Background: an optimization exercise with open tools, aiming at small area, a short achievable clock period and few clock cycles. Do not read the settings as production practice.
Only simulation tests tie the RTL to the original design; equivalence was not proved.
No activity file was given, so power comes from the tool's default toggle rates.

Setup of run 1:
==> flow/design.v <==
module stackmat_decoder (
    input  wire        clk,
    input  wire        rst,           
    input  wire [11:0] spb_p,         
    input  wire [3:0]  spb_q,
    input  wire        zero_hold,     
    input  wire        cmd_start,
    input  wire        cmd_stop,
    input  wire        in_valid,
    output wire        in_ready,
    input  wire [15:0] in_sample,
    input  wire        in_last,
    output reg         res_valid,
    output reg  [2:0]  res_code,
    output wire [7:0]  res_status,
    output reg         capturing,
    output reg         running,
    output reg         is_reset,
    output reg         left_hand,
    output reg         right_hand,
    output wire [19:0] digits,
    output wire [19:0] time_ms,
    output wire [55:0] time_str
);
    localparam [2:0] RES_OK         = 3'd0;
    localparam [2:0] RES_IGNORED    = 3'd1;
    localparam [2:0] RES_SYNC_MISS  = 3'd2;
    localparam [2:0] RES_INCOMPLETE = 3'd3;
    localparam [2:0] RES_INVALID    = 3'd4;
    localparam [2:0] RES_INDET      = 3'd5;
    reg wt;       
    reg rdy;      
    assign in_ready = rdy;
    reg [11:0] p_r;
    reg [3:0]  q_r;
    reg        zh_r;
    always @(posedge clk) begin
        p_r  <= spb_p;
        q_r  <= spb_q;
        zh_r <= zero_hold;
    end
    reg v_r, last_r, zero_r, neg_r, cap_r;
    always @(posedge clk) begin
        v_r    <= in_valid & rdy & ~rst;
        last_r <= in_last;
        zero_r <= (in_sample == 16'd0);
        neg_r  <= in_sample[15];
        cap_r  <= capturing;
    end
    reg         first;        
    reg         prev;         
    reg         x_seen;       
    reg         synced;
    reg  [12:0] acc;          
    reg  [3:0]  bj;           
    reg  [3:0]  bb;           
    reg         ok;           
    reg  [5:0]  dsum;         
    reg  [27:0] sr;           
    reg         ex;           
    wire prev_e   = first | prev;
    wire sym      = zero_r ? prev_e : neg_r;
    wire synced_e = synced & ~first;
    wire x_e      = x_seen & ~first;
    wire armed    = (bb != 4'd0) | ((bj == 4'd9) & (acc != 13'd0));
    wire sync_now = ~synced_e & ~first & prev & ~sym & armed;
    wire syn_new  = synced_e | sync_now;
    wire run_chg  = first | (sym != prev);
    wire [12:0] base = run_chg ? ((~sym | synced_e) ? {1'b0, p_r} : 13'd0) : acc;
    wire [13:0] t    = {1'b0, base} + {9'd0, q_r, 1'b0};
    wire [14:0] u    = {1'b0, t} - {2'b0, p_r, 1'b0};
    wire        wrap = ~u[14];
    wire [12:0] acc_n = wrap ? u[12:0] : t[12:0];
    wire        cnt_clr = run_chg & ~synced_e;
    wire [3:0]  bj_b = cnt_clr ? 4'd0 : bj;
    wire [3:0]  bb_b = cnt_clr ? 4'd0 : bb;
    wire        full = (bb_b == 4'd9) & (bj_b != 4'd0);
    wire        step = wrap & ~full;
    wire        bj_w = (bj_b == 4'd9);
    wire [3:0]  bj_n = step ? (bj_w ? 4'd0 : bj_b + 4'd1) : bj_b;
    wire [3:0]  bb_n = (step & bj_w) ? bb_b + 4'd1 : bb_b;
    wire        complete_n = (bb_n == 4'd9) & (bj_n != 4'd0);
    wire        dbit   = synced_e & step & (bj != 4'd0) & (bj != 4'd9);
    wire [2:0]  j      = bj[2:0] - 3'd1;
    wire        is_dig = (bb != 4'd0) & (bb <= 4'd5);
    wire        keep   = dbit & ((bb == 4'd0) | (is_dig & ~bj[3] & ~bj[2]) |
                                 (is_dig & (bj == 4'd4)));
    wire [3:0]  nib    = sr[27:24];
    reg         exp_b, care, nib_chk;
    always @* begin
        care    = 1'b1;
        exp_b   = 1'b0;
        nib_chk = 1'b0;
        case (bb)
        4'd0: care = 1'b0;
        4'd1, 4'd2, 4'd3, 4'd4, 4'd5: begin
            care    = bj[3] | (bj[2] & bj[0]) | (bj[2] & bj[1]);
            exp_b   = (j == 3'd4) | (j == 3'd5);
            nib_chk = (j == 3'd4);
        end
        4'd6: exp_b = (j == 3'd6) | (~j[2] | ~j[1]) & dsum[0];   
        4'd7: exp_b = (j == 3'd1) | (j == 3'd3);               
        default: exp_b = (j == 3'd0) | (j == 3'd2) | (j == 3'd3);   
        endcase
    end
    wire nib_big = nib[3] & (nib[2] | nib[1]);
    wire bad     = dbit & care & ((sym != exp_b) | (nib_chk & nib_big));
    wire ok_n    = ~synced_e | (ok & ~bad);
    wire       ds_lo  = ~j[2] | ~j[1];                
    wire       ds_sh  = dbit & ds_lo & (bb <= 4'd6);
    wire       ds_add = is_dig & ~j[2] & sym;         
    wire       ds_cin = is_dig & (j != 3'd0) & ex;
    wire [1:0] ds_s   = {1'b0, dsum[0]} + {1'b0, ds_add} + {1'b0, ds_cin};
    wire       ds_in  = (bb == 4'd0) ? 1'b0 : is_dig ? ds_s[0] : dsum[0];
    wire [5:0] dsum_n = ds_sh ? {ds_in, dsum[5:1]} : dsum;
    wire [7:0] st = sr[7:0];
    wire ok_status = (st == 8'h20) || (st == 8'h41) || (st == 8'h43) ||
                     (st == 8'h49) || (st == 8'h4C) || (st == 8'h52) ||
                     (st == 8'h53);
    wire [2:0] result =
        !cap_r                        ? RES_IGNORED    :
        (!zh_r && (x_e || zero_r))    ? RES_INDET      :
        !syn_new                      ? RES_SYNC_MISS  :
        !complete_n                   ? RES_INCOMPLETE :
        !(ok && ok_status)            ? RES_INVALID    :
                                        RES_OK;
    wire fin   = v_r & last_r;
    wire pk_ok = fin & (result == RES_OK);
    wire [18:0] tr = {dsum, acc};             
    wire [2:0]  es = bb[2:0];                 
    wire [4:0]  ek = {bb[3], bj};             
    wire [2:0]  dl = {ok, x_seen, prev};      
    wire [1:0]  ec = {ex, synced};            
    wire eng_run = wt & (es != 3'd6);
    wire apply   = wt & (es == 3'd6);         
    wire ek_end  = (ek == 5'd18);
    wire rot     = eng_run & (es <= 3'd4) & (ek < 5'd4);
    wire ea = (es != 3'd0) & ((es == 3'd5) ? tr[0] : dl[0]);
    wire eb = (es != 3'd0) & (((es == 3'd1) | (es == 3'd5)) ? dl[1] : dl[2]);
    wire ed = rot & sr[8];
    wire [2:0] esum = {2'd0, ea} + {2'd0, eb} + {2'd0, ed} +
                      ((es == 3'd0) ? 3'd0 : {1'b0, ec});
    wire [18:0] tr_e = {esum[0], tr[18:1]};
    wire [2:0]  es_e = ek_end ? es + 3'd1 : es;
    wire [4:0]  ek_e = ek_end ? 5'd0 : ek + 5'd1;
    wire [2:0]  dl_e = ek_end ? 3'd0 : {dl[1:0], tr[0]};
    wire [1:0]  ec_e = ek_end ? 2'd0 : esum[2:1];
    assign res_status = st;
    reg [3:0] dig0, dig1, dig2, dig3, dig4;
    reg [18:0] tms;           
    always @(posedge clk) begin
        if (pk_ok) begin
            {bb, bj}                   <= 8'd0;
        end else if (v_r) begin
            prev   <= sym;
            x_seen <= x_e | zero_r;
            synced <= syn_new;
            acc    <= acc_n;
            bj     <= bj_n;
            bb     <= bb_n;
            ok     <= ok_n;
            dsum   <= dsum_n;
            if (ds_sh)
                ex <= ds_s[1];
        end else if (eng_run) begin
            {dsum, acc}                <= tr_e;
            {bb[3], bj}                <= ek_e;
            bb[2:0]                    <= es_e;
            {ok, x_seen, prev}         <= dl_e;
            {ex, synced}               <= ec_e;
        end
        if (v_r & keep)
            sr <= {sym, sr[27:1]};
        else if (rot)
            sr[27:8] <= {sr[8], sr[27:9]};
    end
    always @(posedge clk) begin
        if (rst) begin
            first      <= 1'b1;
            wt         <= 1'b0;
            rdy        <= 1'b1;
            res_valid  <= 1'b0;
            capturing  <= 1'b0;
            running    <= 1'b0;
            is_reset   <= 1'b1;
            left_hand  <= 1'b0;
            right_hand <= 1'b0;
            dig0 <= 4'd0; dig1 <= 4'd0; dig2 <= 4'd0; dig3 <= 4'd0; dig4 <= 4'd0;
            tms        <= 19'd0;
        end else begin
            if (cmd_stop)
                capturing <= 1'b0;
            else if (cmd_start)
                capturing <= 1'b1;
            if (v_r)
                first <= last_r;
            if (pk_ok)
                wt <= 1'b1;
            else if (apply)
                wt <= 1'b0;
            rdy <= ~(pk_ok | (wt & ~apply) | (in_valid & rdy & in_last));
            res_valid <= (fin & ~pk_ok) | apply;
            if (apply) begin
                left_hand  <= 1'b0;
                right_hand <= 1'b0;
                case (st)
                8'h20: begin running <= 1'b1; is_reset <= 1'b0; end
                8'h53: begin running <= 1'b0; is_reset <= 1'b0; end
                8'h49: begin running <= 1'b0; is_reset <= 1'b1; end
                8'h4C: left_hand <= 1'b1;
                8'h52: right_hand <= 1'b1;
                8'h43: begin running <= 1'b0; left_hand <= 1'b1; right_hand <= 1'b1; end
                default: ;
                endcase
                dig0 <= sr[11:8];
                dig1 <= sr[15:12];
                dig2 <= sr[19:16];
                dig3 <= sr[23:20];
                dig4 <= sr[27:24];
                tms  <= tr;
            end
        end
    end
    always @(posedge clk)
        if (fin)
            res_code <= result;
    assign digits = {dig0, dig1, dig2, dig3, dig4};
    assign time_ms = {tms, 1'b0};
    assign time_str = {4'h3, dig0, 8'h3A, 4'h3, dig1, 4'h3, dig2,
                       8'h2E, 4'h3, dig3, 4'h3, dig4};
endmodule
Settings: LEC_CHECK=0, CAP_MARGIN=20, CORE_MARGIN=2, CORE_UTILIZATION=60, PLACE_DENSITY=0.75, SLEW_MARGIN=20; clock period 70.0 ns.
standard.sh (not shown) runs the stock make flow with config.mk's settings and CLKGATE_MAP_FILE= SYNTH_SCRIPT=/design/flow/synth_recipe.tcl, a recipe that flattens the netlist after the stock synthesis.
==> flow/flow/run.sh <==
#!/bin/bash
# The standard layout, with three choices of its own:
#  - the port buffers are sky130_fd_sc_hd__buf_1 (every port still gets one),
#  - constant outputs share one tie cell per level instead of one each,
#  - clock tree with clkbuf_8 only and no dummy loads.
set -euo pipefail
bash standard.sh \
  BUFFER_PORTS_ARGS="-buffer_cell sky130_fd_sc_hd__buf_1" \
  SKIP_REPAIR_TIE_FANOUT=1 \
  CTS_ARGS="-sink_clustering_enable -repair_clock_nets -buf_list sky130_fd_sc_hd__clkbuf_8 -sink_clustering_size 30 -sink_clustering_max_diameter 150 -dont_use_dummy_load" \
  finish > standard.log 2>&1
Testbench counts of run 1, summed over its fixed seeds: cycles 871,062.
The inputs of run 2 differ from those of run 1 as listed below.
diff --git a/flow/design.v b/flow/design.v
--- a/flow/design.v
+++ b/flow/design.v
@@ -99,5 +99,5 @@
             nib_chk = (j == 3'd4);
         end
-        4'd6: exp_b = (j == 3'd6) | (~j[2] | ~j[1]) & dsum[0];   
+        4'd6: exp_b = (j == 3'd6) | ((j <= 3'd5) & dsum[j]);   
         4'd7: exp_b = (j == 3'd1) | (j == 3'd3);               
         default: exp_b = (j == 3'd0) | (j == 3'd2) | (j == 3'd3);   
@@ -107,11 +107,6 @@
     wire bad     = dbit & care & ((sym != exp_b) | (nib_chk & nib_big));
     wire ok_n    = ~synced_e | (ok & ~bad);
-    wire       ds_lo  = ~j[2] | ~j[1];                
-    wire       ds_sh  = dbit & ds_lo & (bb <= 4'd6);
-    wire       ds_add = is_dig & ~j[2] & sym;         
-    wire       ds_cin = is_dig & (j != 3'd0) & ex;
-    wire [1:0] ds_s   = {1'b0, dsum[0]} + {1'b0, ds_add} + {1'b0, ds_cin};
-    wire       ds_in  = (bb == 4'd0) ? 1'b0 : is_dig ? ds_s[0] : dsum[0];
-    wire [5:0] dsum_n = ds_sh ? {ds_in, dsum[5:1]} : dsum;
+    wire [5:0] dsum_n = ~synced_e ? 6'd0 :
+                        (dbit & nib_chk) ? dsum + {2'd0, nib} : dsum;
     wire [7:0] st = sr[7:0];
     wire ok_status = (st == 8'h20) || (st == 8'h41) || (st == 8'h43) ||
@@ -161,6 +156,4 @@
             ok     <= ok_n;
             dsum   <= dsum_n;
-            if (ds_sh)
-                ex <= ds_s[1];
         end else if (eng_run) begin
             {dsum, acc}                <= tr_e;
--- outcome ---
Initial core utilization in run 2 is 1.1 points below run 1.
Compared with run 1, run 2 shows a number of global-route vias before repair that is about 0.6% higher.
Run 2 against run 1: number of nets produced by synthesis +8; clock insertion delay at the later pin of the skew report has decreased; utilization went down.
Summary of run 2 over run 1: sum of net half-perimeters after detailed placement rose 220 µm, die area went up, hold slack now larger, area share of fa/ha/maj cells after synthesis rose 0.55 points, sequential share of layout area fell 0.49 points.
The number of standard cells in the final layout excluding fillers number comes out lower for run 1 vs run 2.
Diff run 1 -> run 2: combinational share of power lost 3.1 points; area of the core region picked up an extra 3.3%; global-route usage lost 0.45 points.
Testbench counts of run 2, summed over its fixed seeds: cycles 871,062.

## afterwards: timing with drivers on the ports
In the flow no input, the clock included, has a driving cell. The finished layouts below were timed again as built, in two steps.
Step 1 assumes that a clkbuf_16 drives the clock port and a buf_2 every other input.
Step 2, shift: input delay + t, output delay - t, t = (earliest + latest rising clock arrival at the registers) / 2. This alone moves slack from input paths to output paths.
Slacks: ideal ports / drivers / drivers and shift; pairs: ideal ports / drivers.
| run | shift t [ns] | setup slack, ns | hold WS [ns] | slew at the worst register clock pin (ns) | pins driven straight from the clock port |
|---|---|---|---|---|---|
| run 1 | 0.481 | 54.871 / 54.836 / 54.929 | 0.371 / 0.371 / 0.371 | 0.08 / 0.08 | 1 |
| run 2 | 0.462 | 54.838 / 54.802 / 54.750 | 0.390 / 0.390 / 0.390 | 0.08 / 0.08 | 1 |
After both steps every run listed still meets setup and hold. The setup slack of run 2, which loses most, moves by -0.036 ns with the drivers and by -0.088 ns with both steps.
